From an optimization exercise on the open Yosys and OpenROAD flow, aimed at small area, a short achievable clock period and few clock cycles per item; shortcuts taken in it are not production practice. The RTL was checked by simulation tests, not by an equivalence proof against the original design. Power figures rest on the tool's default switching activity, not on a simulated workload.

==> design.v <==
module inav_decoder (
    input  wire         clk,
    input  wire         rst,         
    input  wire         cmd_valid,
    output wire         cmd_ready,
    input  wire [124:0] cmd,
    output reg          rsp_valid,
    output wire [485:0] rsp
);
    localparam [2:0] ST_OK         = 3'd0;
    localparam [2:0] ST_FRAMING    = 3'd1;
    localparam [2:0] ST_CRC        = 3'd2;
    localparam [2:0] ST_UNKNOWN_WT = 3'd3;
    localparam [2:0] ST_EVEN_BUF   = 3'd4;
    localparam [2:0] ST_RESYNC     = 3'd5;
    localparam [2:0] ST_ILLEGAL    = 3'd7;
    reg          rdy;
    reg          asm_odd;       
    reg  [111:6] evb;           
    reg  [10:1]  evwt;          
    reg          evwt_ok;       
    reg          v1;            
    reg  [3:0]   op1;
    reg  [2:0]   st1;           
    reg          pair1;         
    reg          ev1;           
    reg  [23:0]  syn0, syn1;    
    reg  [15:0]  pd;            
    reg  [3:0]   gt1;           
    assign cmd_ready = rdy;
    wire       accept    = cmd_valid & rdy;
    wire [3:0] op        = cmd[124:121];
    wire       odd       = cmd[120];
    wire       marker_ok = (cmd[119] == odd);
    wire       submit    = (op == 4'h0);
    wire       ev_load   = accept & submit & marker_ok & ~odd;
    wire [10:0] wt_in;
    genvar gi;
    generate
        for (gi = 0; gi <= 10; gi = gi + 1) begin : g_dec
            assign wt_in[gi] = (cmd[117:112] == gi);
        end
    endgenerate
    wire [7:0]  lo = cmd[13:6] & {8{~odd}};
    wire [23:0] syn_in0, syn_in1;
    wire r0x_0 = cmd[60] ^ cmd[92];
    wire r0x_1 = cmd[62] ^ cmd[94];
    wire r0x_2 = cmd[86] ^ cmd[114];
    wire r0x_3 = cmd[64] ^ cmd[96];
    wire r0x_4 = cmd[98] ^ cmd[116];
    wire r0x_5 = cmd[32] ^ cmd[72];
    wire r0x_6 = cmd[40] ^ cmd[84];
    wire r0x_7 = cmd[58] ^ cmd[90];
    wire r0x_8 = cmd[70] ^ cmd[110];
    wire r0x_9 = cmd[56] ^ cmd[88];
    wire r0x_10 = cmd[30] ^ cmd[34];
    wire r0x_11 = cmd[36] ^ cmd[66];
    wire r0x_12 = cmd[38] ^ cmd[42];
    wire r0x_13 = cmd[52] ^ cmd[76];
    wire r0x_14 = cmd[68] ^ cmd[78];
    wire r0x_15 = cmd[102] ^ cmd[108];
    wire r0x_16 = cmd[46] ^ r0x_2;
    wire r0x_17 = cmd[106] ^ r0x_1;
    wire r0x_18 = cmd[48] ^ cmd[104];
    wire r0x_19 = cmd[74] ^ cmd[118];
    wire r0x_20 = cmd[100] ^ cmd[112];
    wire r0x_21 = cmd[54] ^ r0x_0;
    wire r0x_22 = r0x_3 ^ r0x_7;
    wire r0x_23 = cmd[50] ^ r0x_4;
    wire r0x_24 = r0x_8 ^ r0x_21;
    wire r0x_25 = cmd[80] ^ cmd[82];
    wire r0x_26 = cmd[44] ^ r0x_6;
    wire r0x_27 = r0x_5 ^ r0x_9;
    wire r0x_28 = cmd[68] ^ r0x_10;
    wire r0x_29 = cmd[72] ^ r0x_15;
    wire r0x_30 = cmd[82] ^ r0x_11;
    wire r0x_31 = cmd[104] ^ r0x_14;
    wire r0x_32 = cmd[114] ^ r0x_13;
    wire r0x_33 = cmd[30] ^ cmd[46];
    wire r0x_34 = cmd[44] ^ cmd[110];
    wire r0x_35 = cmd[106] ^ cmd[112];
    wire r0x_36 = cmd[32] ^ r0x_0;
    wire r0x_37 = cmd[66] ^ r0x_13;
    wire r0x_38 = cmd[70] ^ r0x_20;
    wire r0x_39 = cmd[80] ^ r0x_12;
    wire r0x_40 = cmd[118] ^ r0x_10;
    wire r0x_41 = r0x_1 ^ r0x_18;
    wire r0x_42 = r0x_2 ^ r0x_19;
    wire r0x_43 = r0x_9 ^ r0x_14;
    wire r0x_44 = cmd[86] ^ r0x_17;
    wire r0x_45 = r0x_16 ^ r0x_22;
    wire r0x_46 = r0x_16 ^ r0x_23;
    wire r0x_47 = cmd[36] ^ cmd[116];
    wire r0x_48 = cmd[42] ^ cmd[82];
    wire r0x_49 = cmd[48] ^ cmd[64];
    wire r0x_50 = cmd[50] ^ cmd[78];
    wire r0x_51 = cmd[52] ^ cmd[100];
    wire r0x_52 = cmd[74] ^ cmd[88];
    wire r0x_53 = cmd[80] ^ cmd[90];
    wire r0x_54 = cmd[84] ^ cmd[98];
    wire r0x_55 = cmd[106] ^ cmd[108];
    wire r0x_56 = cmd[108] ^ cmd[112];
    wire r0x_57 = cmd[30] ^ r0x_4;
    wire r0x_58 = cmd[34] ^ r0x_34;
    wire r0x_59 = cmd[38] ^ r0x_19;
    wire r0x_60 = cmd[40] ^ r0x_8;
    wire r0x_61 = cmd[42] ^ r0x_15;
    wire r0x_62 = cmd[62] ^ r0x_5;
    wire r0x_63 = cmd[94] ^ r0x_25;
    wire r0x_64 = cmd[98] ^ r0x_0;
    wire r0x_65 = r0x_4 ^ r0x_11;
    wire r0x_66 = r0x_6 ^ r0x_7;
    wire r0x_67 = r0x_18 ^ r0x_33;
    wire r0x_68 = r0x_5 ^ r0x_37;
    wire r0x_69 = r0x_16 ^ r0x_26;
    wire r0x_70 = r0x_17 ^ r0x_29;
    wire r0x_71 = r0x_20 ^ r0x_32;
    wire r0x_72 = r0x_22 ^ r0x_42;
    wire r0x_73 = r0x_23 ^ r0x_27;
    wire r0x_74 = r0x_27 ^ r0x_41;
    wire r0x_75 = r0x_36 ^ r0x_40;
    wire r0x_76 = cmd[48] ^ cmd[50];
    wire r0x_77 = cmd[102] ^ lo[0];
    wire r0x_78 = r0x_8 ^ r0x_35;
    wire r0x_79 = r0x_76 ^ r0x_37;
    wire r0x_80 = r0x_77 ^ r0x_78;
    wire r0x_81 = r0x_69 ^ r0x_75;
    wire r0x_82 = r0x_79 ^ r0x_80;
    wire r0x_83 = r0x_81 ^ r0x_82;
    wire r0x_84 = cmd[40] ^ cmd[76];
    wire r0x_85 = r0x_20 ^ r0x_34;
    wire r0x_86 = r0x_52 ^ r0x_84;
    wire r0x_87 = r0x_21 ^ r0x_30;
    wire r0x_88 = r0x_57 ^ r0x_85;
    wire r0x_89 = r0x_86 ^ r0x_45;
    wire r0x_90 = r0x_87 ^ r0x_88;
    wire r0x_91 = r0x_89 ^ r0x_90;
    wire r0x_92 = lo[2] ^ r0x_19;
    wire r0x_93 = r0x_48 ^ r0x_54;
    wire r0x_94 = r0x_31 ^ r0x_38;
    wire r0x_95 = r0x_92 ^ r0x_93;
    wire r0x_96 = r0x_45 ^ r0x_70;
    wire r0x_97 = r0x_94 ^ r0x_95;
    wire r0x_98 = r0x_96 ^ r0x_97;
    wire r0x_99 = cmd[44] ^ cmd[90];
    wire r0x_100 = r0x_10 ^ r0x_12;
    wire r0x_101 = r0x_51 ^ r0x_99;
    wire r0x_102 = r0x_23 ^ r0x_43;
    wire r0x_103 = r0x_60 ^ r0x_100;
    wire r0x_104 = r0x_101 ^ r0x_44;
    wire r0x_105 = r0x_102 ^ r0x_103;
    wire r0x_106 = r0x_104 ^ r0x_105;
    wire r0x_107 = cmd[36] ^ cmd[54];
    wire r0x_108 = cmd[70] ^ lo[4];
    wire r0x_109 = r0x_25 ^ r0x_35;
    wire r0x_110 = r0x_107 ^ r0x_29;
    wire r0x_111 = r0x_66 ^ r0x_67;
    wire r0x_112 = r0x_108 ^ r0x_109;
    wire r0x_113 = r0x_110 ^ r0x_111;
    wire r0x_114 = r0x_112 ^ r0x_113;
    wire r0x_115 = cmd[60] ^ r0x_8;
    wire r0x_116 = r0x_25 ^ r0x_42;
    wire r0x_117 = r0x_57 ^ r0x_61;
    wire r0x_118 = r0x_115 ^ r0x_68;
    wire r0x_119 = r0x_116 ^ r0x_117;
    wire r0x_120 = r0x_118 ^ r0x_119;
    wire r0x_121 = cmd[54] ^ cmd[76];
    wire r0x_122 = lo[6] ^ r0x_11;
    wire r0x_123 = r0x_12 ^ r0x_20;
    wire r0x_124 = r0x_55 ^ r0x_121;
    wire r0x_125 = r0x_22 ^ r0x_26;
    wire r0x_126 = r0x_67 ^ r0x_122;
    wire r0x_127 = r0x_123 ^ r0x_124;
    wire r0x_128 = r0x_73 ^ r0x_125;
    wire r0x_129 = r0x_126 ^ r0x_127;
    wire r0x_130 = r0x_128 ^ r0x_129;
    wire r0x_131 = r0x_6 ^ r0x_11;
    wire r0x_132 = r0x_31 ^ r0x_40;
    wire r0x_133 = r0x_62 ^ r0x_64;
    wire r0x_134 = r0x_131 ^ r0x_45;
    wire r0x_135 = r0x_132 ^ r0x_133;
    wire r0x_136 = r0x_134 ^ r0x_135;
    wire r0x_137 = cmd[14] ^ cmd[108];
    wire r0x_138 = cmd[116] ^ r0x_3;
    wire r0x_139 = r0x_12 ^ r0x_137;
    wire r0x_140 = r0x_30 ^ r0x_43;
    wire r0x_141 = r0x_138 ^ r0x_139;
    wire r0x_142 = r0x_24 ^ r0x_69;
    wire r0x_143 = r0x_140 ^ r0x_141;
    wire r0x_144 = r0x_142 ^ r0x_143;
    wire r0x_145 = cmd[34] ^ cmd[68];
    wire r0x_146 = cmd[70] ^ cmd[100];
    wire r0x_147 = r0x_49 ^ r0x_52;
    wire r0x_148 = r0x_145 ^ r0x_146;
    wire r0x_149 = r0x_36 ^ r0x_39;
    wire r0x_150 = r0x_65 ^ r0x_147;
    wire r0x_151 = r0x_148 ^ r0x_44;
    wire r0x_152 = r0x_149 ^ r0x_150;
    wire r0x_153 = r0x_151 ^ r0x_152;
    wire r0x_154 = cmd[16] ^ cmd[102];
    wire r0x_155 = r0x_0 ^ r0x_7;
    wire r0x_156 = r0x_154 ^ r0x_17;
    wire r0x_157 = r0x_28 ^ r0x_32;
    wire r0x_158 = r0x_39 ^ r0x_155;
    wire r0x_159 = r0x_73 ^ r0x_156;
    wire r0x_160 = r0x_157 ^ r0x_158;
    wire r0x_161 = r0x_159 ^ r0x_160;
    wire r0x_162 = cmd[58] ^ cmd[112];
    wire r0x_163 = r0x_1 ^ r0x_162;
    wire r0x_164 = r0x_28 ^ r0x_29;
    wire r0x_165 = r0x_59 ^ r0x_163;
    wire r0x_166 = r0x_24 ^ r0x_46;
    wire r0x_167 = r0x_164 ^ r0x_165;
    wire r0x_168 = r0x_166 ^ r0x_167;
    wire r0x_169 = cmd[18] ^ cmd[88];
    wire r0x_170 = r0x_15 ^ r0x_18;
    wire r0x_171 = r0x_50 ^ r0x_169;
    wire r0x_172 = r0x_17 ^ r0x_26;
    wire r0x_173 = r0x_64 ^ r0x_170;
    wire r0x_174 = r0x_171 ^ r0x_172;
    wire r0x_175 = r0x_173 ^ r0x_174;
    wire r0x_176 = cmd[60] ^ r0x_3;
    wire r0x_177 = r0x_19 ^ r0x_47;
    wire r0x_178 = r0x_60 ^ r0x_176;
    wire r0x_179 = r0x_177 ^ r0x_71;
    wire r0x_180 = r0x_74 ^ r0x_178;
    wire r0x_181 = r0x_179 ^ r0x_180;
    wire r0x_182 = cmd[20] ^ cmd[66];
    wire r0x_183 = cmd[76] ^ cmd[114];
    wire r0x_184 = r0x_3 ^ r0x_53;
    wire r0x_185 = r0x_182 ^ r0x_183;
    wire r0x_186 = r0x_26 ^ r0x_38;
    wire r0x_187 = r0x_41 ^ r0x_61;
    wire r0x_188 = r0x_184 ^ r0x_185;
    wire r0x_189 = r0x_75 ^ r0x_186;
    wire r0x_190 = r0x_187 ^ r0x_188;
    wire r0x_191 = r0x_189 ^ r0x_190;
    wire r0x_192 = cmd[48] ^ cmd[78];
    wire r0x_193 = cmd[84] ^ cmd[88];
    wire r0x_194 = r0x_12 ^ r0x_192;
    wire r0x_195 = r0x_193 ^ r0x_30;
    wire r0x_196 = r0x_32 ^ r0x_38;
    wire r0x_197 = r0x_62 ^ r0x_194;
    wire r0x_198 = r0x_195 ^ r0x_196;
    wire r0x_199 = r0x_197 ^ r0x_198;
    wire r0x_200 = cmd[22] ^ cmd[42];
    wire r0x_201 = cmd[92] ^ cmd[102];
    wire r0x_202 = r0x_3 ^ r0x_5;
    wire r0x_203 = r0x_200 ^ r0x_201;
    wire r0x_204 = r0x_17 ^ r0x_30;
    wire r0x_205 = r0x_31 ^ r0x_58;
    wire r0x_206 = r0x_202 ^ r0x_203;
    wire r0x_207 = r0x_46 ^ r0x_204;
    wire r0x_208 = r0x_205 ^ r0x_206;
    wire r0x_209 = r0x_207 ^ r0x_208;
    wire r0x_210 = cmd[116] ^ r0x_14;
    wire r0x_211 = r0x_33 ^ r0x_35;
    wire r0x_212 = r0x_49 ^ r0x_53;
    wire r0x_213 = r0x_59 ^ r0x_210;
    wire r0x_214 = r0x_211 ^ r0x_212;
    wire r0x_215 = r0x_24 ^ r0x_68;
    wire r0x_216 = r0x_213 ^ r0x_214;
    wire r0x_217 = r0x_215 ^ r0x_216;
    wire r0x_218 = cmd[24] ^ cmd[38];
    wire r0x_219 = cmd[118] ^ r0x_2;
    wire r0x_220 = r0x_13 ^ r0x_18;
    wire r0x_221 = r0x_55 ^ r0x_218;
    wire r0x_222 = r0x_28 ^ r0x_63;
    wire r0x_223 = r0x_66 ^ r0x_219;
    wire r0x_224 = r0x_220 ^ r0x_221;
    wire r0x_225 = r0x_24 ^ r0x_222;
    wire r0x_226 = r0x_223 ^ r0x_224;
    wire r0x_227 = r0x_225 ^ r0x_226;
    wire r0x_228 = cmd[80] ^ cmd[92];
    wire r0x_229 = r0x_6 ^ r0x_228;
    wire r0x_230 = r0x_22 ^ r0x_43;
    wire r0x_231 = r0x_65 ^ r0x_229;
    wire r0x_232 = r0x_70 ^ r0x_71;
    wire r0x_233 = r0x_230 ^ r0x_231;
    wire r0x_234 = r0x_232 ^ r0x_233;
    wire r0x_235 = cmd[26] ^ cmd[96];
    wire r0x_236 = r0x_6 ^ r0x_47;
    wire r0x_237 = r0x_48 ^ r0x_50;
    wire r0x_238 = r0x_56 ^ r0x_235;
    wire r0x_239 = r0x_27 ^ r0x_236;
    wire r0x_240 = r0x_237 ^ r0x_238;
    wire r0x_241 = r0x_24 ^ r0x_44;
    wire r0x_242 = r0x_239 ^ r0x_240;
    wire r0x_243 = r0x_241 ^ r0x_242;
    wire r0x_244 = cmd[66] ^ cmd[100];
    wire r0x_245 = r0x_4 ^ r0x_12;
    wire r0x_246 = r0x_15 ^ r0x_244;
    wire r0x_247 = r0x_31 ^ r0x_63;
    wire r0x_248 = r0x_245 ^ r0x_246;
    wire r0x_249 = r0x_24 ^ r0x_72;
    wire r0x_250 = r0x_247 ^ r0x_248;
    wire r0x_251 = r0x_249 ^ r0x_250;
    wire r0x_252 = cmd[28] ^ cmd[52];
    wire r0x_253 = cmd[72] ^ r0x_1;
    wire r0x_254 = r0x_9 ^ r0x_54;
    wire r0x_255 = r0x_56 ^ r0x_252;
    wire r0x_256 = r0x_39 ^ r0x_58;
    wire r0x_257 = r0x_253 ^ r0x_254;
    wire r0x_258 = r0x_255 ^ r0x_72;
    wire r0x_259 = r0x_256 ^ r0x_257;
    wire r0x_260 = r0x_258 ^ r0x_259;
    wire r0x_261 = cmd[96] ^ r0x_25;
    wire r0x_262 = r0x_51 ^ r0x_28;
    wire r0x_263 = r0x_261 ^ r0x_46;
    wire r0x_264 = r0x_74 ^ r0x_262;
    wire r0x_265 = r0x_263 ^ r0x_264;
    assign syn_in0[0] = r0x_83;
    assign syn_in0[1] = r0x_91;
    assign syn_in0[2] = r0x_98;
    assign syn_in0[3] = r0x_106;
    assign syn_in0[4] = r0x_114;
    assign syn_in0[5] = r0x_120;
    assign syn_in0[6] = r0x_130;
    assign syn_in0[7] = r0x_136;
    assign syn_in0[8] = r0x_144;
    assign syn_in0[9] = r0x_153;
    assign syn_in0[10] = r0x_161;
    assign syn_in0[11] = r0x_168;
    assign syn_in0[12] = r0x_175;
    assign syn_in0[13] = r0x_181;
    assign syn_in0[14] = r0x_191;
    assign syn_in0[15] = r0x_199;
    assign syn_in0[16] = r0x_209;
    assign syn_in0[17] = r0x_217;
    assign syn_in0[18] = r0x_227;
    assign syn_in0[19] = r0x_234;
    assign syn_in0[20] = r0x_243;
    assign syn_in0[21] = r0x_251;
    assign syn_in0[22] = r0x_260;
    assign syn_in0[23] = r0x_265;
    wire r1x_0 = cmd[61] ^ cmd[93];
    wire r1x_1 = cmd[63] ^ cmd[95];
    wire r1x_2 = cmd[97] ^ cmd[115];
    wire r1x_3 = cmd[39] ^ cmd[83];
    wire r1x_4 = cmd[41] ^ cmd[85];
    wire r1x_5 = cmd[57] ^ cmd[89];
    wire r1x_6 = cmd[59] ^ cmd[91];
    wire r1x_7 = cmd[65] ^ cmd[67];
    wire r1x_8 = cmd[71] ^ cmd[111];
    wire r1x_9 = cmd[55] ^ cmd[87];
    wire r1x_10 = cmd[69] ^ cmd[109];
    wire r1x_11 = cmd[105] ^ r1x_0;
    wire r1x_12 = cmd[35] ^ cmd[119];
    wire r1x_13 = cmd[43] ^ cmd[49];
    wire r1x_14 = cmd[77] ^ cmd[101];
    wire r1x_15 = cmd[113] ^ cmd[117];
    wire r1x_16 = r1x_2 ^ r1x_7;
    wire r1x_17 = cmd[31] ^ cmd[47];
    wire r1x_18 = cmd[51] ^ cmd[75];
    wire r1x_19 = cmd[53] ^ cmd[107];
    wire r1x_20 = cmd[99] ^ r1x_1;
    wire r1x_21 = cmd[37] ^ cmd[79];
    wire r1x_22 = cmd[81] ^ cmd[103];
    wire r1x_23 = r1x_6 ^ r1x_10;
    wire r1x_24 = r1x_8 ^ r1x_9;
    wire r1x_25 = cmd[33] ^ cmd[73];
    wire r1x_26 = cmd[45] ^ r1x_4;
    wire r1x_27 = r1x_5 ^ r1x_15;
    wire r1x_28 = r1x_12 ^ r1x_18;
    wire r1x_29 = r1x_3 ^ r1x_11;
    wire r1x_30 = r1x_13 ^ r1x_14;
    wire r1x_31 = r1x_19 ^ r1x_23;
    wire r1x_32 = cmd[33] ^ cmd[71];
    wire r1x_33 = cmd[45] ^ cmd[111];
    wire r1x_34 = cmd[69] ^ cmd[83];
    wire r1x_35 = cmd[77] ^ cmd[81];
    wire r1x_36 = cmd[79] ^ cmd[107];
    wire r1x_37 = cmd[97] ^ cmd[107];
    wire r1x_38 = cmd[31] ^ r1x_22;
    wire r1x_39 = cmd[37] ^ r1x_9;
    wire r1x_40 = cmd[87] ^ r1x_17;
    wire r1x_41 = r1x_4 ^ r1x_21;
    wire r1x_42 = r1x_15 ^ r1x_17;
    wire r1x_43 = r1x_0 ^ r1x_24;
    wire r1x_44 = r1x_11 ^ r1x_26;
    wire r1x_45 = r1x_20 ^ r1x_27;
    wire r1x_46 = cmd[35] ^ cmd[51];
    wire r1x_47 = cmd[41] ^ cmd[99];
    wire r1x_48 = cmd[43] ^ cmd[117];
    wire r1x_49 = cmd[47] ^ cmd[103];
    wire r1x_50 = cmd[51] ^ cmd[109];
    wire r1x_51 = cmd[65] ^ cmd[85];
    wire r1x_52 = cmd[81] ^ cmd[105];
    wire r1x_53 = cmd[91] ^ cmd[113];
    wire r1x_54 = cmd[101] ^ cmd[119];
    wire r1x_55 = cmd[113] ^ cmd[115];
    wire r1x_56 = cmd[43] ^ r1x_1;
    wire r1x_57 = cmd[47] ^ r1x_3;
    wire r1x_58 = cmd[53] ^ r1x_25;
    wire r1x_59 = cmd[61] ^ r1x_8;
    wire r1x_60 = cmd[73] ^ r1x_14;
    wire r1x_61 = cmd[101] ^ r1x_5;
    wire r1x_62 = cmd[109] ^ r1x_32;
    wire r1x_63 = r1x_2 ^ r1x_46;
    wire r1x_64 = r1x_3 ^ r1x_55;
    wire r1x_65 = r1x_5 ^ r1x_10;
    wire r1x_66 = r1x_13 ^ r1x_19;
    wire r1x_67 = cmd[49] ^ r1x_20;
    wire r1x_68 = cmd[67] ^ r1x_30;
    wire r1x_69 = r1x_6 ^ r1x_16;
    wire r1x_70 = r1x_16 ^ r1x_24;
    wire r1x_71 = r1x_20 ^ r1x_28;
    wire r1x_72 = r1x_23 ^ r1x_54;
    wire r1x_73 = r1x_25 ^ r1x_41;
    wire r1x_74 = r1x_28 ^ r1x_59;
    wire r1x_75 = r1x_33 ^ r1x_42;
    wire r1x_76 = r1x_34 ^ r1x_40;
    wire r1x_77 = r1x_38 ^ r1x_62;
    wire r1x_78 = r1x_29 ^ r1x_70;
    wire r1x_79 = r1x_31 ^ r1x_45;
    wire r1x_80 = cmd[117] ^ r1x_52;
    wire r1x_81 = r1x_58 ^ r1x_61;
    wire r1x_82 = r1x_63 ^ r1x_80;
    wire r1x_83 = r1x_67 ^ r1x_76;
    wire r1x_84 = r1x_81 ^ r1x_82;
    wire r1x_85 = r1x_83 ^ r1x_84;
    wire r1x_86 = cmd[67] ^ cmd[119];
    wire r1x_87 = lo[1] ^ r1x_8;
    wire r1x_88 = r1x_22 ^ r1x_34;
    wire r1x_89 = r1x_37 ^ r1x_86;
    wire r1x_90 = r1x_60 ^ r1x_87;
    wire r1x_91 = r1x_88 ^ r1x_89;
    wire r1x_92 = r1x_44 ^ r1x_45;
    wire r1x_93 = r1x_90 ^ r1x_91;
    wire r1x_94 = r1x_92 ^ r1x_93;
    wire r1x_95 = cmd[75] ^ cmd[83];
    wire r1x_96 = cmd[89] ^ r1x_0;
    wire r1x_97 = r1x_14 ^ r1x_47;
    wire r1x_98 = r1x_95 ^ r1x_39;
    wire r1x_99 = r1x_96 ^ r1x_97;
    wire r1x_100 = r1x_69 ^ r1x_75;
    wire r1x_101 = r1x_98 ^ r1x_99;
    wire r1x_102 = r1x_100 ^ r1x_101;
    wire r1x_103 = cmd[79] ^ lo[3];
    wire r1x_104 = r1x_6 ^ r1x_51;
    wire r1x_105 = r1x_27 ^ r1x_28;
    wire r1x_106 = r1x_66 ^ r1x_103;
    wire r1x_107 = r1x_104 ^ r1x_77;
    wire r1x_108 = r1x_105 ^ r1x_106;
    wire r1x_109 = r1x_107 ^ r1x_108;
    wire r1x_110 = cmd[41] ^ cmd[45];
    wire r1x_111 = cmd[91] ^ r1x_2;
    wire r1x_112 = r1x_8 ^ r1x_13;
    wire r1x_113 = r1x_25 ^ r1x_36;
    wire r1x_114 = r1x_52 ^ r1x_110;
    wire r1x_115 = r1x_57 ^ r1x_111;
    wire r1x_116 = r1x_112 ^ r1x_113;
    wire r1x_117 = r1x_114 ^ r1x_115;
    wire r1x_118 = r1x_116 ^ r1x_117;
    wire r1x_119 = cmd[101] ^ cmd[103];
    wire r1x_120 = lo[5] ^ r1x_4;
    wire r1x_121 = r1x_32 ^ r1x_119;
    wire r1x_122 = r1x_39 ^ r1x_63;
    wire r1x_123 = r1x_120 ^ r1x_121;
    wire r1x_124 = r1x_122 ^ r1x_123;
    wire r1x_125 = r1x_79 ^ r1x_124;
    wire r1x_126 = cmd[97] ^ cmd[105];
    wire r1x_127 = r1x_1 ^ r1x_49;
    wire r1x_128 = r1x_126 ^ r1x_65;
    wire r1x_129 = r1x_127 ^ r1x_68;
    wire r1x_130 = r1x_74 ^ r1x_128;
    wire r1x_131 = r1x_129 ^ r1x_130;
    wire r1x_132 = cmd[35] ^ lo[7];
    wire r1x_133 = r1x_7 ^ r1x_35;
    wire r1x_134 = r1x_26 ^ r1x_39;
    wire r1x_135 = r1x_56 ^ r1x_64;
    wire r1x_136 = r1x_132 ^ r1x_133;
    wire r1x_137 = r1x_31 ^ r1x_134;
    wire r1x_138 = r1x_135 ^ r1x_136;
    wire r1x_139 = r1x_137 ^ r1x_138;
    wire r1x_140 = cmd[63] ^ cmd[69];
    wire r1x_141 = cmd[99] ^ r1x_12;
    wire r1x_142 = r1x_140 ^ r1x_11;
    wire r1x_143 = r1x_40 ^ r1x_141;
    wire r1x_144 = r1x_69 ^ r1x_73;
    wire r1x_145 = r1x_142 ^ r1x_143;
    wire r1x_146 = r1x_144 ^ r1x_145;
    wire r1x_147 = cmd[15] ^ r1x_21;
    wire r1x_148 = r1x_48 ^ r1x_16;
    wire r1x_149 = r1x_26 ^ r1x_57;
    wire r1x_150 = r1x_65 ^ r1x_147;
    wire r1x_151 = r1x_43 ^ r1x_148;
    wire r1x_152 = r1x_149 ^ r1x_150;
    wire r1x_153 = r1x_151 ^ r1x_152;
    wire r1x_154 = cmd[37] ^ cmd[43];
    wire r1x_155 = cmd[57] ^ cmd[71];
    wire r1x_156 = cmd[73] ^ r1x_17;
    wire r1x_157 = r1x_18 ^ r1x_19;
    wire r1x_158 = r1x_154 ^ r1x_155;
    wire r1x_159 = r1x_16 ^ r1x_156;
    wire r1x_160 = r1x_157 ^ r1x_158;
    wire r1x_161 = r1x_29 ^ r1x_159;
    wire r1x_162 = r1x_160 ^ r1x_161;
    wire r1x_163 = cmd[17] ^ cmd[87];
    wire r1x_164 = r1x_6 ^ r1x_37;
    wire r1x_165 = r1x_49 ^ r1x_163;
    wire r1x_166 = r1x_30 ^ r1x_164;
    wire r1x_167 = r1x_165 ^ r1x_29;
    wire r1x_168 = r1x_166 ^ r1x_167;
    wire r1x_169 = cmd[39] ^ cmd[59];
    wire r1x_170 = cmd[73] ^ cmd[103];
    wire r1x_171 = cmd[115] ^ r1x_10;
    wire r1x_172 = r1x_169 ^ r1x_170;
    wire r1x_173 = r1x_42 ^ r1x_171;
    wire r1x_174 = r1x_172 ^ r1x_43;
    wire r1x_175 = r1x_71 ^ r1x_173;
    wire r1x_176 = r1x_174 ^ r1x_175;
    wire r1x_177 = cmd[19] ^ cmd[89];
    wire r1x_178 = cmd[103] ^ r1x_36;
    wire r1x_179 = r1x_50 ^ r1x_177;
    wire r1x_180 = r1x_178 ^ r1x_179;
    wire r1x_181 = r1x_44 ^ r1x_67;
    wire r1x_182 = r1x_180 ^ r1x_181;
    wire r1x_183 = cmd[37] ^ cmd[65];
    wire r1x_184 = cmd[113] ^ r1x_35;
    wire r1x_185 = r1x_47 ^ r1x_183;
    wire r1x_186 = r1x_184 ^ r1x_185;
    wire r1x_187 = r1x_74 ^ r1x_76;
    wire r1x_188 = r1x_186 ^ r1x_187;
    wire r1x_189 = cmd[21] ^ r1x_1;
    wire r1x_190 = r1x_12 ^ r1x_53;
    wire r1x_191 = r1x_16 ^ r1x_30;
    wire r1x_192 = r1x_189 ^ r1x_190;
    wire r1x_193 = r1x_44 ^ r1x_77;
    wire r1x_194 = r1x_191 ^ r1x_192;
    wire r1x_195 = r1x_193 ^ r1x_194;
    wire r1x_196 = cmd[63] ^ cmd[71];
    wire r1x_197 = cmd[85] ^ cmd[89];
    wire r1x_198 = r1x_21 ^ r1x_196;
    wire r1x_199 = r1x_197 ^ r1x_58;
    wire r1x_200 = r1x_64 ^ r1x_198;
    wire r1x_201 = r1x_68 ^ r1x_199;
    wire r1x_202 = r1x_200 ^ r1x_201;
    wire r1x_203 = cmd[23] ^ cmd[93];
    wire r1x_204 = r1x_7 ^ r1x_21;
    wire r1x_205 = r1x_33 ^ r1x_203;
    wire r1x_206 = r1x_38 ^ r1x_61;
    wire r1x_207 = r1x_66 ^ r1x_204;
    wire r1x_208 = r1x_205 ^ r1x_206;
    wire r1x_209 = r1x_207 ^ r1x_208;
    wire r1x_210 = r1x_5 ^ r1x_14;
    wire r1x_211 = r1x_36 ^ r1x_53;
    wire r1x_212 = r1x_210 ^ r1x_211;
    wire r1x_213 = r1x_71 ^ r1x_212;
    wire r1x_214 = r1x_78 ^ r1x_213;
    wire r1x_215 = cmd[25] ^ cmd[31];
    wire r1x_216 = cmd[49] ^ cmd[95];
    wire r1x_217 = cmd[115] ^ r1x_4;
    wire r1x_218 = r1x_12 ^ r1x_35;
    wire r1x_219 = r1x_215 ^ r1x_216;
    wire r1x_220 = r1x_24 ^ r1x_217;
    wire r1x_221 = r1x_218 ^ r1x_219;
    wire r1x_222 = r1x_29 ^ r1x_31;
    wire r1x_223 = r1x_220 ^ r1x_221;
    wire r1x_224 = r1x_222 ^ r1x_223;
    wire r1x_225 = cmd[93] ^ r1x_22;
    wire r1x_226 = r1x_16 ^ r1x_41;
    wire r1x_227 = r1x_60 ^ r1x_225;
    wire r1x_228 = r1x_226 ^ r1x_227;
    wire r1x_229 = r1x_79 ^ r1x_228;
    wire r1x_230 = cmd[27] ^ cmd[83];
    wire r1x_231 = r1x_37 ^ r1x_50;
    wire r1x_232 = r1x_230 ^ r1x_27;
    wire r1x_233 = r1x_56 ^ r1x_231;
    wire r1x_234 = r1x_43 ^ r1x_73;
    wire r1x_235 = r1x_232 ^ r1x_233;
    wire r1x_236 = r1x_234 ^ r1x_235;
    wire r1x_237 = cmd[75] ^ cmd[79];
    wire r1x_238 = cmd[95] ^ cmd[99];
    wire r1x_239 = r1x_22 ^ r1x_48;
    wire r1x_240 = r1x_237 ^ r1x_238;
    wire r1x_241 = r1x_239 ^ r1x_240;
    wire r1x_242 = r1x_72 ^ r1x_241;
    wire r1x_243 = r1x_78 ^ r1x_242;
    wire r1x_244 = cmd[29] ^ cmd[33];
    wire r1x_245 = cmd[105] ^ r1x_3;
    wire r1x_246 = r1x_13 ^ r1x_18;
    wire r1x_247 = r1x_51 ^ r1x_244;
    wire r1x_248 = r1x_245 ^ r1x_246;
    wire r1x_249 = r1x_247 ^ r1x_72;
    wire r1x_250 = r1x_75 ^ r1x_248;
    wire r1x_251 = r1x_249 ^ r1x_250;
    assign syn_in1[0] = r1x_85;
    assign syn_in1[1] = r1x_94;
    assign syn_in1[2] = r1x_102;
    assign syn_in1[3] = r1x_109;
    assign syn_in1[4] = r1x_118;
    assign syn_in1[5] = r1x_125;
    assign syn_in1[6] = r1x_131;
    assign syn_in1[7] = r1x_139;
    assign syn_in1[8] = r1x_146;
    assign syn_in1[9] = r1x_153;
    assign syn_in1[10] = r1x_162;
    assign syn_in1[11] = r1x_168;
    assign syn_in1[12] = r1x_176;
    assign syn_in1[13] = r1x_182;
    assign syn_in1[14] = r1x_188;
    assign syn_in1[15] = r1x_195;
    assign syn_in1[16] = r1x_202;
    assign syn_in1[17] = r1x_209;
    assign syn_in1[18] = r1x_214;
    assign syn_in1[19] = r1x_224;
    assign syn_in1[20] = r1x_229;
    assign syn_in1[21] = r1x_236;
    assign syn_in1[22] = r1x_243;
    assign syn_in1[23] = r1x_251;
    reg [2:0] st_in;
    always @(*) begin
        case (op)
            4'h0:    st_in = !marker_ok ? ST_FRAMING :
                             !odd ? (asm_odd ? ST_RESYNC : ST_EVEN_BUF) :
                             ST_FRAMING;
            4'h1, 4'h4, 4'h5, 4'h6, 4'h7, 4'h8, 4'h9, 4'hA, 4'hB:
                     st_in = ST_OK;
            default: st_in = ST_ILLEGAL;
        endcase
    end
    always @(posedge clk) begin
        rdy   <= ~rst;
        v1    <= accept & ~rst;
        op1   <= op;
        st1   <= st_in;
        pair1 <= submit & marker_ok & odd & asm_odd;
        ev1   <= submit & marker_ok & ~odd;
        syn0  <= syn_in0;
        syn1  <= syn_in1;
        pd    <= cmd[117:102];
        gt1   <= {op == 4'hB, op == 4'hA, op == 4'h9, op == 4'h8};
        if (ev_load) begin
            evb     <= cmd[111:6];
            evwt    <= wt_in[10:1];
            evwt_ok <= (cmd[117:112] <= 6'd10);
        end
        if (rst || (accept && op == 4'h1))
            asm_odd <= 1'b0;
        else if (accept && submit && marker_ok)
            asm_odd <= ~odd;
    end
    reg  [23:0]  evsyn;         
    wire [23:0]  sab = syn0 ^ syn1;
    wire [23:0]  syn_x;
    wire tx_0 = sab[0] ^ sab[1];
    wire tx_1 = sab[2] ^ sab[3];
    wire tx_2 = sab[21] ^ sab[23];
    wire tx_3 = sab[11] ^ sab[22];
    wire tx_4 = sab[8] ^ sab[10];
    wire tx_5 = sab[9] ^ sab[12];
    wire tx_6 = sab[18] ^ tx_0;
    wire tx_7 = sab[20] ^ tx_1;
    wire tx_8 = sab[6] ^ tx_2;
    wire tx_9 = sab[7] ^ sab[15];
    wire tx_10 = sab[14] ^ sab[16];
    wire tx_11 = sab[4] ^ sab[19];
    wire tx_12 = sab[5] ^ tx_4;
    wire tx_13 = sab[17] ^ tx_5;
    wire tx_14 = tx_3 ^ tx_7;
    wire tx_15 = sab[13] ^ tx_6;
    wire tx_16 = sab[13] ^ tx_8;
    wire tx_17 = sab[0] ^ sab[4];
    wire tx_18 = sab[1] ^ sab[19];
    wire tx_19 = sab[2] ^ tx_9;
    wire tx_20 = sab[7] ^ tx_1;
    wire tx_21 = sab[14] ^ tx_11;
    wire tx_22 = tx_0 ^ tx_10;
    wire tx_23 = sab[15] ^ tx_8;
    wire tx_24 = tx_2 ^ tx_13;
    wire tx_25 = tx_3 ^ tx_6;
    wire tx_26 = sab[17] ^ tx_14;
    wire tx_27 = tx_12 ^ tx_15;
    wire tx_28 = sab[3] ^ sab[6];
    wire tx_29 = sab[4] ^ sab[8];
    wire tx_30 = sab[5] ^ sab[10];
    wire tx_31 = sab[6] ^ sab[22];
    wire tx_32 = sab[8] ^ sab[13];
    wire tx_33 = sab[10] ^ sab[11];
    wire tx_34 = sab[17] ^ sab[23];
    wire tx_35 = sab[12] ^ tx_9;
    wire tx_36 = tx_4 ^ tx_10;
    wire tx_37 = tx_9 ^ tx_32;
    wire tx_38 = sab[7] ^ tx_22;
    wire tx_39 = sab[16] ^ tx_20;
    wire tx_40 = sab[21] ^ tx_21;
    wire tx_41 = tx_13 ^ tx_29;
    wire tx_42 = sab[12] ^ tx_16;
    wire tx_43 = tx_5 ^ tx_14;
    wire tx_44 = tx_11 ^ tx_25;
    wire tx_45 = sab[8] ^ sab[16];
    wire tx_46 = tx_17 ^ tx_45;
    wire tx_47 = tx_46 ^ tx_42;
    wire tx_48 = sab[5] ^ sab[22];
    wire tx_49 = tx_48 ^ tx_8;
    wire tx_50 = tx_38 ^ tx_41;
    wire tx_51 = tx_49 ^ tx_50;
    wire tx_52 = sab[9] ^ tx_31;
    wire tx_53 = tx_34 ^ tx_19;
    wire tx_54 = tx_52 ^ tx_53;
    wire tx_55 = tx_27 ^ tx_54;
    wire tx_56 = tx_5 ^ tx_33;
    wire tx_57 = tx_20 ^ tx_56;
    wire tx_58 = tx_15 ^ tx_40;
    wire tx_59 = tx_57 ^ tx_58;
    wire tx_60 = tx_10 ^ tx_18;
    wire tx_61 = tx_30 ^ tx_60;
    wire tx_62 = tx_14 ^ tx_23;
    wire tx_63 = tx_61 ^ tx_62;
    wire tx_64 = sab[0] ^ tx_37;
    wire tx_65 = tx_64 ^ tx_26;
    wire tx_66 = sab[9] ^ sab[14];
    wire tx_67 = tx_28 ^ tx_66;
    wire tx_68 = tx_67 ^ tx_15;
    wire tx_69 = tx_18 ^ tx_19;
    wire tx_70 = tx_36 ^ tx_69;
    wire tx_71 = tx_42 ^ tx_70;
    wire tx_72 = sab[9] ^ tx_10;
    wire tx_73 = tx_37 ^ tx_72;
    wire tx_74 = tx_73 ^ tx_26;
    wire tx_75 = sab[3] ^ sab[15];
    wire tx_76 = sab[18] ^ tx_17;
    wire tx_77 = tx_75 ^ tx_36;
    wire tx_78 = tx_76 ^ tx_24;
    wire tx_79 = tx_77 ^ tx_78;
    wire tx_80 = sab[19] ^ tx_12;
    wire tx_81 = tx_13 ^ tx_23;
    wire tx_82 = tx_25 ^ tx_80;
    wire tx_83 = tx_81 ^ tx_82;
    wire tx_84 = sab[2] ^ sab[7];
    wire tx_85 = sab[9] ^ sab[20];
    wire tx_86 = sab[21] ^ tx_4;
    wire tx_87 = tx_84 ^ tx_85;
    wire tx_88 = tx_86 ^ tx_87;
    wire tx_89 = tx_88 ^ tx_44;
    wire tx_90 = tx_2 ^ tx_18;
    wire tx_91 = tx_12 ^ tx_90;
    wire tx_92 = tx_91 ^ tx_43;
    wire tx_93 = sab[10] ^ tx_17;
    wire tx_94 = tx_93 ^ tx_16;
    wire tx_95 = tx_43 ^ tx_94;
    wire tx_96 = tx_3 ^ tx_28;
    wire tx_97 = tx_12 ^ tx_96;
    wire tx_98 = tx_38 ^ tx_97;
    wire tx_99 = sab[6] ^ sab[11];
    wire tx_100 = sab[23] ^ tx_0;
    wire tx_101 = tx_99 ^ tx_19;
    wire tx_102 = tx_100 ^ tx_41;
    wire tx_103 = tx_101 ^ tx_102;
    wire tx_104 = tx_5 ^ tx_39;
    wire tx_105 = tx_27 ^ tx_104;
    wire tx_106 = sab[19] ^ tx_1;
    wire tx_107 = tx_33 ^ tx_22;
    wire tx_108 = tx_106 ^ tx_24;
    wire tx_109 = tx_107 ^ tx_108;
    wire tx_110 = sab[16] ^ tx_4;
    wire tx_111 = tx_6 ^ tx_110;
    wire tx_112 = tx_23 ^ tx_111;
    wire tx_113 = tx_26 ^ tx_112;
    wire tx_114 = tx_24 ^ tx_39;
    wire tx_115 = tx_44 ^ tx_114;
    wire tx_116 = sab[12] ^ sab[22];
    wire tx_117 = tx_11 ^ tx_34;
    wire tx_118 = tx_116 ^ tx_7;
    wire tx_119 = tx_117 ^ tx_118;
    wire tx_120 = tx_27 ^ tx_119;
    wire tx_121 = sab[1] ^ sab[5];
    wire tx_122 = sab[9] ^ sab[11];
    wire tx_123 = sab[18] ^ tx_121;
    wire tx_124 = tx_122 ^ tx_7;
    wire tx_125 = tx_21 ^ tx_123;
    wire tx_126 = tx_16 ^ tx_124;
    wire tx_127 = tx_125 ^ tx_126;
    wire tx_128 = tx_30 ^ tx_31;
    wire tx_129 = tx_7 ^ tx_35;
    wire tx_130 = tx_128 ^ tx_40;
    wire tx_131 = tx_129 ^ tx_130;
    wire tx_132 = sab[3] ^ sab[5];
    wire tx_133 = sab[20] ^ tx_3;
    wire tx_134 = tx_132 ^ tx_35;
    wire tx_135 = tx_133 ^ tx_134;
    assign syn_x[0] = tx_47;
    assign syn_x[1] = tx_51;
    assign syn_x[2] = tx_55;
    assign syn_x[3] = tx_59;
    assign syn_x[4] = tx_63;
    assign syn_x[5] = tx_65;
    assign syn_x[6] = tx_68;
    assign syn_x[7] = tx_71;
    assign syn_x[8] = tx_74;
    assign syn_x[9] = tx_79;
    assign syn_x[10] = tx_83;
    assign syn_x[11] = tx_89;
    assign syn_x[12] = tx_92;
    assign syn_x[13] = tx_95;
    assign syn_x[14] = tx_98;
    assign syn_x[15] = tx_103;
    assign syn_x[16] = tx_105;
    assign syn_x[17] = tx_109;
    assign syn_x[18] = tx_113;
    assign syn_x[19] = tx_115;
    assign syn_x[20] = tx_120;
    assign syn_x[21] = tx_127;
    assign syn_x[22] = tx_131;
    assign syn_x[23] = tx_135;
    reg  [119:0] w1;
    reg  [119:0] w2;
    reg  [121:0] w3;
    reg  [119:0] w4;
    reg  [98:0]  w5;
    reg  [118:0] w6;
    reg  [115:0] w7;
    reg  [120:0] w8;
    reg  [121:0] w9;
    reg  [121:0] w10;
    reg  [4:1]   eph_rx;
    reg  [10:7]  alm_rx;
    reg          rx5, rx6;      
    reg          new_eph, new_iono, new_utc, new_alm;
    reg  [2:0]   st2;
    reg          flag2;
    reg  [10:1]  sel0, sel1, sel2, sel3;    
    wire [121:0] data  = {evb[111:6], pd};    
    wire         crc_ok = (sab == evsyn);
    wire         wt_ok  = evwt_ok;
    wire         acc    = v1 & pair1 & crc_ok & wt_ok;
    wire         clr    = rst | (v1 && op1 == 4'h1);
    wire [10:1] wdec = evwt;
    wire [10:1] we = {10{acc}} & wdec[10:1];
    wire [9:0] iod_d  = data[121:112];
    wire [9:0] iod1_n = wdec[1] ? iod_d : w1[119:110];
    wire [9:0] iod2_n = wdec[2] ? iod_d : w2[119:110];
    wire [9:0] iod3_n = wdec[3] ? iod_d : w3[121:112];
    wire [9:0] iod4_n = wdec[4] ? iod_d : w4[119:110];
    wire [3:0] ioda_d   = data[121:118];
    wire [3:0] ioda7_n  = wdec[7]  ? ioda_d : w7[115:112];
    wire [3:0] ioda8_n  = wdec[8]  ? ioda_d : w8[120:117];
    wire [3:0] ioda9_n  = wdec[9]  ? ioda_d : w9[121:118];
    wire [3:0] ioda10_n = wdec[10] ? ioda_d : w10[121:118];
    wire [4:1]  eph_rx_n = eph_rx | wdec[4:1];
    wire [10:7] alm_rx_n = alm_rx | wdec[10:7];
    wire eph_consistent = (&eph_rx_n) && (iod1_n == iod2_n) &&
                          (iod2_n == iod3_n) && (iod3_n == iod4_n);
    wire slot1_both = alm_rx_n[7] & alm_rx_n[8];
    wire slot2_both = alm_rx_n[8] & alm_rx_n[9];
    wire slot3_both = alm_rx_n[9] & alm_rx_n[10];
    wire slot1_eq   = (ioda7_n == ioda8_n);
    wire slot2_eq   = (ioda8_n == ioda9_n);
    wire slot3_eq   = (ioda9_n == ioda10_n);
    wire slot1_ok   = slot1_both &  slot1_eq;
    wire slot2_ok   = slot2_both &  slot2_eq;
    wire slot3_ok   = slot3_both &  slot3_eq;
    wire slot1_bad  = slot1_both & ~slot1_eq;
    wire slot2_bad  = slot2_both & ~slot2_eq;
    wire slot3_bad  = slot3_both & ~slot3_eq;
    wire alm_any_ok  = (wdec[7] & slot1_ok) | (wdec[8] & (slot1_ok | slot2_ok)) |
                       (wdec[9] & (slot2_ok | slot3_ok)) | (wdec[10] & slot3_ok);
    wire alm_any_bad = (wdec[7] & slot1_bad) | (wdec[8] & (slot1_bad | slot2_bad)) |
                       (wdec[9] & (slot2_bad | slot3_bad)) | (wdec[10] & slot3_bad);
    wire is_eph = wdec[1] | wdec[2] | wdec[3] | wdec[4];
    wire is_alm = wdec[7] | wdec[8] | wdec[9] | wdec[10];
    reg new_sel;
    always @(*) begin
        case (op1[1:0])
            2'd0:    new_sel = new_eph;
            2'd1:    new_sel = new_iono;
            2'd2:    new_sel = new_utc;
            default: new_sel = new_alm;
        endcase
    end
    wire hasnew = (op1[3:2] == 2'b01);
    wire get    = (op1[3:2] == 2'b10);
    wire [10:1] rx    = {alm_rx, rx6, rx5, eph_rx};
    wire [3:0]  gdec  = {op1[1:0] == 2'd3, op1[1:0] == 2'd2, op1[1:0] == 2'd1, op1[1:0] == 2'd0};
    wire [10:1] gsel  = {{4{gdec[3]}}, gdec[2], gdec[1], {4{gdec[0]}}};
    wire [10:1] gsel1 = {{4{gt1[3]}}, gt1[2], gt1[1], {4{gt1[0]}}};
    always @(posedge clk) begin
        if (v1 && ev1)
            evsyn <= syn_x;
        if (we[1])  w1  <= data[121:2];
        if (we[2])  w2  <= data[121:2];
        if (we[3])  w3  <= data[121:0];
        if (we[4])  w4  <= data[121:2];
        if (we[5])  w5  <= data[121:23];
        if (we[6])  w6  <= data[121:3];
        if (we[7])  w7  <= data[121:6];
        if (we[8])  w8  <= data[121:1];
        if (we[9])  w9  <= data[121:0];
        if (we[10]) w10 <= data[121:0];
        if (clr) begin
            eph_rx   <= 4'd0;
            alm_rx   <= 4'd0;
            rx5      <= 1'b0;
            rx6      <= 1'b0;
            new_eph  <= 1'b0;
            new_iono <= 1'b0;
            new_utc  <= 1'b0;
            new_alm  <= 1'b0;
        end else if (v1) begin
            if (acc && is_eph) begin
                eph_rx  <= eph_rx_n;
                new_eph <= eph_consistent;
            end
            if (acc && wdec[5]) begin
                rx5      <= 1'b1;
                new_iono <= 1'b1;
            end
            if (acc && wdec[6]) begin
                rx6     <= 1'b1;
                new_utc <= 1'b1;
            end
            if (acc && is_alm) begin
                alm_rx <= alm_rx_n;
                if (alm_any_ok)
                    new_alm <= 1'b1;
                else if (alm_any_bad)
                    new_alm <= 1'b0;
            end
            if (hasnew) begin
                case (op1[1:0])
                    2'd0: new_eph  <= 1'b0;
                    2'd1: new_iono <= 1'b0;
                    2'd2: new_utc  <= 1'b0;
                    default: new_alm <= 1'b0;
                endcase
            end
        end
        rsp_valid <= v1 & ~rst;
        st2       <= !pair1 ? st1 : !crc_ok ? ST_CRC : !wt_ok ? ST_UNKNOWN_WT : ST_OK;
        flag2     <= hasnew & new_sel;
        sel0      <= {10{get}} & gsel & rx;
        sel1      <= {10{get & v1}} & gsel & rx;
        sel2      <= gsel1 & rx;
        sel3      <= {10{v1}} & gsel1 & rx;
    end
    wire [119:0] r1;
    wire [119:0] r2;
    wire [121:0] r3;
    wire [119:0] r4;
    wire [98:0]  r5;
    wire [118:0] r6;
    wire [115:0] r7;
    wire [120:0] r8;
    wire [121:0] r9;
    wire [121:0] r10;
    wire [3:0]   s1  = {sel3[1],  sel2[1],  sel1[1],  sel0[1]};
    wire [3:0]   s2  = {sel3[2],  sel2[2],  sel1[2],  sel0[2]};
    wire [3:0]   s3  = {sel3[3],  sel2[3],  sel1[3],  sel0[3]};
    wire [3:0]   s4  = {sel3[4],  sel2[4],  sel1[4],  sel0[4]};
    wire [3:0]   s5  = {sel3[5],  sel2[5],  sel1[5],  sel0[5]};
    wire [3:0]   s6  = {sel3[6],  sel2[6],  sel1[6],  sel0[6]};
    wire [3:0]   s7  = {sel3[7],  sel2[7],  sel1[7],  sel0[7]};
    wire [3:0]   s8  = {sel3[8],  sel2[8],  sel1[8],  sel0[8]};
    wire [3:0]   s9  = {sel3[9],  sel2[9],  sel1[9],  sel0[9]};
    wire [3:0]   s10 = {sel3[10], sel2[10], sel1[10], sel0[10]};
    genvar bi;
    generate
        for (bi = 0; bi < 122; bi = bi + 1) begin : g_rec
            if (bi < 120) assign r1[bi]  = w1[bi]  & s1[bi * 4 / 120];
            if (bi < 120) assign r2[bi]  = w2[bi]  & s2[bi * 4 / 120];
            assign r3[bi] = w3[bi] & s3[bi * 4 / 122];
            if (bi < 120) assign r4[bi]  = w4[bi]  & s4[bi * 4 / 120];
            if (bi < 99)  assign r5[bi]  = w5[bi]  & s5[bi * 4 / 99];
            if (bi < 119) assign r6[bi]  = w6[bi]  & s6[bi * 4 / 119];
            if (bi < 116) assign r7[bi]  = w7[bi]  & s7[bi * 4 / 116];
            if (bi < 121) assign r8[bi]  = w8[bi]  & s8[bi * 4 / 121];
            assign r9[bi]  = w9[bi]  & s9[bi * 4 / 122];
            assign r10[bi] = w10[bi] & s10[bi * 4 / 122];
        end
    endgenerate
    wire [481:0] rec_eph  = {r1, r2, r3, r4};
    wire [98:0]  rec_iono = r5;
    wire [118:0] rec_utc  = r6;
    wire [480:0] rec_alm  = {r7, r8, r9, r10};
    assign rsp = {st2, flag2,
                  rec_eph | {383'd0, rec_iono} | {363'd0, rec_utc} | {1'b0, rec_alm}};
endmodule
==> run.sh <==
#!/bin/bash
# synth_recipe.tcl (not shown) runs the flow's synth.tcl, then flattens the netlist and writes it again
# the make line also repeats each setting of config.mk as NAME=value (left out here)
make -C /OpenROAD-flow-scripts/flow DESIGN_CONFIG=/design/flow/config.mk WORK_HOME=/design/flow/orfs CLKGATE_MAP_FILE= SYNTH_SCRIPT=/design/flow/synth_recipe.tcl finish
==> config.mk <==
export PLATFORM = sky130hd
export DESIGN_NAME = inav_decoder
export DESIGN_NICKNAME = inav_decoder
export VERILOG_FILES = /design/flow/design.v
export SDC_FILE = /design/flow/constraint.sdc
export NUM_CORES = 4
export LEC_CHECK = 0
export CAP_MARGIN = 20
export CORE_MARGIN = 2
export CORE_UTILIZATION = 40
export PLACE_DENSITY = 0.6
export SETUP_SLACK_MARGIN = 5
export SLEW_MARGIN = 20
export TNS_END_PERCENT = 100
==> constraint.sdc <==
create_clock -name core_clock -period 8.0 [get_ports {clk}]
set_input_delay 1.6000 -clock core_clock [delete_from_list [all_inputs] [get_ports {clk}]]
set_output_delay 1.6000 -clock core_clock [all_outputs]
set_load 0.01 [all_outputs]
==> impl_metrics.json, run 1 <==
{
  "outcome": "timing/DRC/antenna clean",
  "first_iter_violations": 5347,
  "detail_route.wl_per_cell_um": 35.28,
  "ir_drop_mv": 0.5622,
  "endpoint": "rsp[92]",
  "grt_util_all_layers_pct": 29.92,
  "grt_start_max_net_pins": 59,
  "cts_made_buffers": 147,
  "initial_core_util_pct": 40.40,
  "r2r-end": "w6[43]",
  "crit_arrival_ns": 2.21,
  "startpoint": "sel3[5]",
  "setup_tns_ns": 0,
  "report.final.slew_viol_count": 0,
  "synth_common_cells": "edfxtp_1 (1322), xnor2_1 (557), a22o_1 (363)",
  "drc": 0,
  "cts_htree_levels": 4,
  "multi_input_area_um2": 16430,
  "die_h_um": 382.4,
  "rr_worst_depth": 8,
  "root_buffer": "clkbuf_16",
  "rrSetupSlack_ns": 5.04,
  "ys.flop_type": "edfxtp_1",
  "drive_gt1_share_pct": 35.71,
  "mappedNetlistArea_um2": 57280,
  "seq_area_frac_synth_pct": 74.17,
  "placed_area_um2": 66030,
  "die-area_um2": 146200,
  "numPortBuffers": 609,
  "clk_latency_ns": 0.81,
  "fin_worst_skew_ns": 0.03996,
  "fin_nets": 4636,
  "grt_overflow_total": 0,
  "timing.rr.start": "syn1[0]",
  "crit_required_ns": 6.40,
  "finalHoldViolCount": 0,
  "fin_cells": 6528,
  "rsz0062_at_grt": "true",
  "pre_cts_slack_ns": 3.048,
  "ios": 616,
  "ys_async_sr_fraction_pct": 0,
  "die_width_um": 382.4,
  "finalCritPeriodShare_pct": 47.60,
  "synth_seq_cells": 1461,
  "post-synth-top-area-cell": "edfxtp_1",
  "slew_headroom_pct": 28.48,
  "fillers": 11030,
  "stdcell_area_um2": 79150,
  "end_kind": "output pin",
  "synth_nets": 3524,
  "synth.most_common_cell": "edfxtp_1",
  "synth_top_area_share_pct": 69.31,
  "setup_viol": 0,
  "synth-edff-count": 1322,
  "ctsHoldBuffers": 0,
  "core_area_um2": 141800,
  "yosys_warnings": 1,
  "cp-start-kind": "flip-flop",
  "gp_congestion": 0.8983,
  "synth_cell_type_count": 66,
  "grt_pass1_wl_um": 299200,
  "num_vias": 37630,
  "syn_inst": 3395,
  "wl_um": 230300,
  "synthToLayoutAreaGrowth_pct": 38.18,
  "drt_pass1_iterations": 8,
  "p_leak_uw": 0.02864,
  "cellPowerDensity_nw_per_um2": 297.7,
  "fin_crit_ns": 3.808,
  "ctsLongestPathBuffers": 3,
  "dp.cells": 5812,
  "path_clk_slew_ns": 0.06,
  "cts.sinks": 1461,
  "critPathKind": "reg -> out",
  "syn_area_per_cell_um2": 16.87,
  "layout_setup_ws_ns": 4.192,
  "seq_area_um2": 42640,
  "drv_cap": 0,
  "dp_hpwl_um": 133300,
  "antenna_found_initial": 37,
  "yosys-top-cells-area": "edfxtp_1 (69%), xnor2_1 (8.5%), a22o_1 (5.6%)",
  "row_count": 138,
  "worst_slew_pin_slew_ns": 1.065,
  "hp-class": "reg -> reg",
  "path_max_fanout": 24,
  "routed_via_density": 5.765,
  "cts_tree": "built",
  "grt_pass1_vias": 35190,
  "fmax_mhz": 262.6,
  "ant_nets": 0
}
## cell usage in the layout, fill, tap and decap left out, types with 14 or more instances in the layout
| cell type | count |
|---|---|
| dfxtp_1 | 96 |
| diode_2 | 14 |
| xnor2_4 | 23 |
| and2_1 | 20 |
| buf_12 | 111 |
| a21oi_1 | 28 |
| and3_1 | 22 |
| clkdlybuf4s50_1 | 52 |
| nand2_2 | 28 |
| clkinv_1 | 26 |
| dfxtp_4 | 41 |
| xor2_1 | 106 |
| a22o_4 | 54 |
| clkinv_2 | 18 |
| buf_6 | 259 |
| buf_8 | 43 |
| buf_16 | 85 |
| xnor2_1 | 506 |
| nor2b_1 | 16 |
| nor2_1 | 42 |
| o21ai_0 | 23 |
| clkbuf_2 | 49 |
| clkbuf_16 | 174 |
| nand2_1 | 95 |
| xnor2_2 | 42 |
| buf_2 | 292 |
| clkbuf_1 | 31 |
| edfxtp_1 | 1322 |
| a222oi_1 | 22 |
| inv_1 | 46 |
| dlygate4sd2_1 | 44 |
| a22oi_2 | 163 |
| a22o_1 | 309 |
| mux2i_1 | 21 |
| a22oi_1 | 38 |
| xor2_2 | 20 |
| buf_4 | 143 |
## power breakdown
part	switching [µW]	leakage [µW]	internal, µW
registers	198	0.0131	8930
logic	3870	0.0132	3600
clock network	2980	0.00235	3980
## sequential cells by signal, summed over array words and instances (netlist names), 16 cells and up
name,count
w6,119
w10,122
w8,121
w2,120
evsyn,24
w5,99
w7,116
pd,16
syn0,24
w4,120
w3,122
w9,122
w1,120
syn1,24
evb,106
## routing by layer
metal | track usage (%) | up-vias | wire length (µm)
li1 | - | 15340 | -
met1 | 41.54 | 19700 | 92690
met2 | 48.11 | 2220 | 109400
met3 | 5.006 | 360 | 19900
met4 | 9.456 | 20 | 8169
met5 | 0 | - | 132
## through the flow
step	utilization [%]	hold slack, ns	power (µW)
finish	55.83	0.4499	23560
global placement	46.58	0.4333	16570
CTS	53.66	0.4458	23520
global route	55.82	0.4655	24440
detailed placement	46.58	0.4376	16550
floorplan	-	0.4138	14970
## cells by family after synthesis
group / Yosys count / share of synthesized area [%]
simple gates: 287 / 2.405
xor+xnor: 726 / 11.85
flops: 1461 / 74.17
compound gates: 686 / 9.703
buf+inv: 212 / 1.444
mux: 22 / 0.4063
fa+ha+maj: 1 / 0.02184
## cell type report
type                            count  share of cell area (%)
Timing Repair Buffer             1120                   16.00
Inverter                           49                  0.2529
Clock buffer                      194                   5.144
Timing Repair inverter              1                0.009485
Antenna cell                       14                 0.04426
Sequential cell                  1461                   53.87
Tap cell                         1890                   2.988
Multi-Input combinational cell   1727                   20.76
Clock inverter                     72                  0.9280
## what timing repair did
item | 4_1_cts | 5_1_grt
setup buffers | 218 | 114
gates resized for setup | 2472 | 626
cloned | 81 | 23
setup endpoints to repair | 1820 | 1098
pin swaps | 180 | 284
## critical path, cell delays in order, from the launching register on
cell and delay [ns]:
dfxtp_1 0.35, buf_12 0.23, a22oi_2 0.10, nand2_2 0.17
clkdlybuf4s50_1 0.57
## worst min path at each step
| stage | start | cells past startpoint | to | slack [ns] |
|---|---|---|---|---|
| 6_report | st1[2] | 1 | st2[2] | 0.45 |
| 5_1_grt | st1[2] | 1 | st2[2] | 0.47 |
| 4_1_cts | asm_odd | 2 | pair1 | 0.45 |
| 3_5_place_dp | asm_odd | 2 | pair1 | 0.44 |
| 3_3_place_gp | asm_odd | 2 | pair1 | 0.43 |
| 2_1_floorplan | st1[2] | 1 | st2[2] | 0.41 |
Testbench counts, summed over its fixed seeds: cycles 5,616, items 5,600.
==> run 2, diff against run 1 <==
--- a/config.mk
+++ b/config.mk
@@ -7,8 +7,8 @@
 export LEC_CHECK = 0
 export CAP_MARGIN = 20
 export CORE_MARGIN = 2
-export CORE_UTILIZATION = 40
-export PLACE_DENSITY = 0.6
+export CORE_UTILIZATION = 60
+export PLACE_DENSITY = 0.72
 export SETUP_SLACK_MARGIN = 5
 export SLEW_MARGIN = 20
 export TNS_END_PERCENT = 100
==> impl_metrics.json, run 2 <==
{
  "outcome": "timing/DRC/antenna clean",
  "ios": 616,
  "num_vias": 41000,
  "detail_route.wl_per_cell_um": 39.59,
  "ir_drop_mv": 0.8622,
  "drv_cap": 0,
  "path_max_fanout": 7,
  "rsz0062_at_grt": "true",
  "dp_hpwl_um": 120700,
  "die_h_um": 313.0,
  "antenna_found_initial": 36,
  "clk_latency_ns": 0.79,
  "finalHoldViolCount": 0,
  "critical_path.top_delay_family": "buffers and inverters",
  "cp-start-kind": "flip-flop",
  "grt_util_all_layers_pct": 43.91,
  "synth_top_area_share_pct": 69.31,
  "rr_worst_depth": 13,
  "cellPowerDensity_nw_per_um2": 301.1,
  "final_cell_mix": "edfxtp_1 (1322), xnor2_1 (495), a22o_1 (349)",
  "timing.rr.start": "syn1[9]",
  "die_width_um": 313.0,
  "holdPathEnd": "pair1",
  "root_buffer": "clkbuf_16",
  "grt_pass1_wl_um": 296100,
  "r2r-end": "w9[80]",
  "post-synth-top-area-cell": "edfxtp_1",
  "slew_headroom_pct": 24.58,
  "cp.buffers_inverters": 4,
  "cts_tree": "built",
  "critPathKind": "reg -> out",
  "fin_worst_skew_ns": 0.03909,
  "ys_async_sr_fraction_pct": 0,
  "first_iter_violations": 7871,
  "grt_overflow_total": 0,
  "wl_um": 233600,
  "drc": 0,
  "cts_made_buffers": 142,
  "ant_nets": 0,
  "yosys-top-cells-area": "edfxtp_1 (69%), xnor2_1 (8.5%), a22o_1 (5.6%)",
  "drt_pass1_iterations": 10,
  "synth_cell_type_count": 66,
  "top_regs": "w10: 122 flops, w3: 122 flops, w9: 122 flops",
  "synth.most_common_cell": "edfxtp_1",
  "cpMostUsedCell": "buf_6",
  "setup_viol": 0,
  "worst_slew_pin_slew_ns": 1.123,
  "cp_slowest_cell": "dfxtp_4",
  "synth-edff-count": 1322,
  "fin_nets": 4630,
  "seq_area_frac_synth_pct": 74.17,
  "gp_congestion": 0.9376,
  "hold_ws_ns": 0.4693,
  "cts.sinks": 1461,
  "grt_start_max_net_pins": 65,
  "synth_nets": 3524,
  "numPortBuffers": 609,
  "syn_area_per_cell_um2": 16.87,
  "rrSetupSlack_ns": 4.88,
  "fmax_mhz": 274.4,
  "fin_cells": 5900,
  "synth_common_cells": "edfxtp_1 (1322), xnor2_1 (557), a22o_1 (363)",
  "end_kind": "output pin",
  "min_path_cells": 2,
  "die-area_um2": 97950,
  "path_cells": "buf_12 -> buf_16 -> buf_6 -> a22o_1 -> buf_6",
  "setup_tns_ns": 0,
  "synth_seq_cells": 1461,
  "finalCritPeriodShare_pct": 45.55,
  "path_clk_slew_ns": 0.06,
  "fin_crit_ns": 3.644,
  "hp-class": "reg -> reg",
  "routed_via_density": 6.949,
  "ys.flop_type": "edfxtp_1",
  "cts_htree_levels": 4,
  "crit_arrival_ns": 2.04,
  "final_common_cell": "edfxtp_1",
  "ctsLongestPathBuffers": 3,
  "synthToLayoutAreaGrowth_pct": 36.07,
  "crit_required_ns": 6.40,
  "initial_core_util_pct": 60.37,
  "yosys_warnings": 1,
  "drive_gt1_share_pct": 34.61,
  "p_leak_uw": 0.02842,
  "syn_inst": 3395,
  "row_count": 113,
  "core_area_um2": 94870,
  "cp_slowest_stage_delay_ns": 0.43,
  "report.final.slew_viol_count": 0,
  "hp-start": "asm_odd",
  "grt_pass1_vias": 37810,
  "dp.cells": 5177,
  "mappedNetlistArea_um2": 57280
}
==> run 2: repair_timing <==
action / in CTS / in global routing
resized for setup: 2704 / 389
hold buffers: 0 / 0
setup buffers: 240 / 81
setup endpoints to repair: 1819 / 1459
pin swaps: 269 / 232
cloned: 88 / 36
==> run 2: layer usage <==
layer	global-route usage, %	wire length [µm]	up-vias	share of wire, %
met4	24.88	17560	10	7.5
li1	-	-	15320	-
met1	59.47	77700	20250	33
met5	0	65	-	0.028
met3	10.45	34490	939	15
met2	66.12	103700	4478	44
==> run 2: cells by family (layout without fill, tap and decap cells) <==
group | after synthesis | in the layout | share of synthesized area (%)
and+or+nand+nor | 287 | 298 | 2.405
DFF | 1461 | 1461 | 74.17
adders and majority gates | 1 | 1 | 0.02184
xor gates and xnor gates | 726 | 726 | 11.85
AOI/OAI and AO/OA | 686 | 686 | 9.703
buffers and inverters | 212 | 1418 | 1.444
muxes | 22 | 22 | 0.4063
other | 0 | 23 | 0
==> run 2: worst max path at each step <==
stage                   from  endpoint  slack (ns)  depth (start not counted)
floorplan           cmd[120]  evb[100]        3.64                          7
global placement    cmd[120]   evb[60]        3.00                          8
detailed placement  cmd[120]   evb[32]        2.98                          8
CTS                  sel0[1]  rsp[366]        4.36                          5
global route         sel3[4]  rsp[103]        4.34                          4
finish               sel0[1]  rsp[366]        4.36                          5
==> run 2: final cells by class <==
type                       count  area [µm²]
antenna                       23       57.56
clock buffer                 182        3797
clock inverter                73       764.5
fill                        4503       16940
inverter                      49       192.7
multi-input combinational   1733       16220
sequential                  1461       42630
tap                         1265        1583
timing repair buffer        1114       12690
==> run 2: worst min-delay path, stage by stage, from the launching register on <==
cell,delay (ns)
dfxtp_1,0.32
nand2_1,0.06
nor2_1,0.04
==> run 2: power by group <==
group | internal, µW | total [µW] | leakage [µW] | switching [µW]
clock network | 3770 | 6810 | 0.00223 | 3040
registers | 8930 | 9150 | 0.0131 | 221
logic | 3660 | 7500 | 0.0131 | 3840
==> run 2: per-stage QoR <==
| step | instance area [µm²] | utilization, % | setup WS (ns) | power [µW] |
|---|---|---|---|---|
| 2_1_floorplan | 57620 | - | 3.644 | 14970 |
| 3_3_place_gp | 65150 | 68.68 | 2.998 | 16520 |
| 3_5_place_dp | 65160 | 68.68 | 2.978 | 16410 |
| 4_1_cts | 74670 | 78.71 | 4.362 | 23040 |
| 5_1_grt | 77920 | 82.13 | 4.335 | 24160 |
| 6_report | 77930 | 82.15 | 4.356 | 23460 |

-- re-timing with driven ports --
How much do the figures lean on ideal ports? The routed layouts below were timed once more, with nothing changed but the port constraints. Step 1 sets driving cells, clkbuf_16 on the clock port and buf_2 on the other inputs (assumed; they add their load-dependent delay and slew). Step 2, shift: input delay + t, output delay - t, t = (earliest + latest rising clock arrival at the registers) / 2. This alone moves slack from input paths to output paths. Three values: no drivers, after step 1, after step 2; two values: the first two.
run	t, ns	setup slack, ns	clock arrival spread, ns
run 1	0.865	4.192 / 4.113 / 4.042	0.041 / 0.041
run 2	0.845	4.356 / 4.287 / 4.118	0.041 / 0.041
After both steps every run listed still meets setup and hold. The setup slack of run 2, which loses most, moves by -0.069 ns with the drivers and by -0.238 ns with both steps.
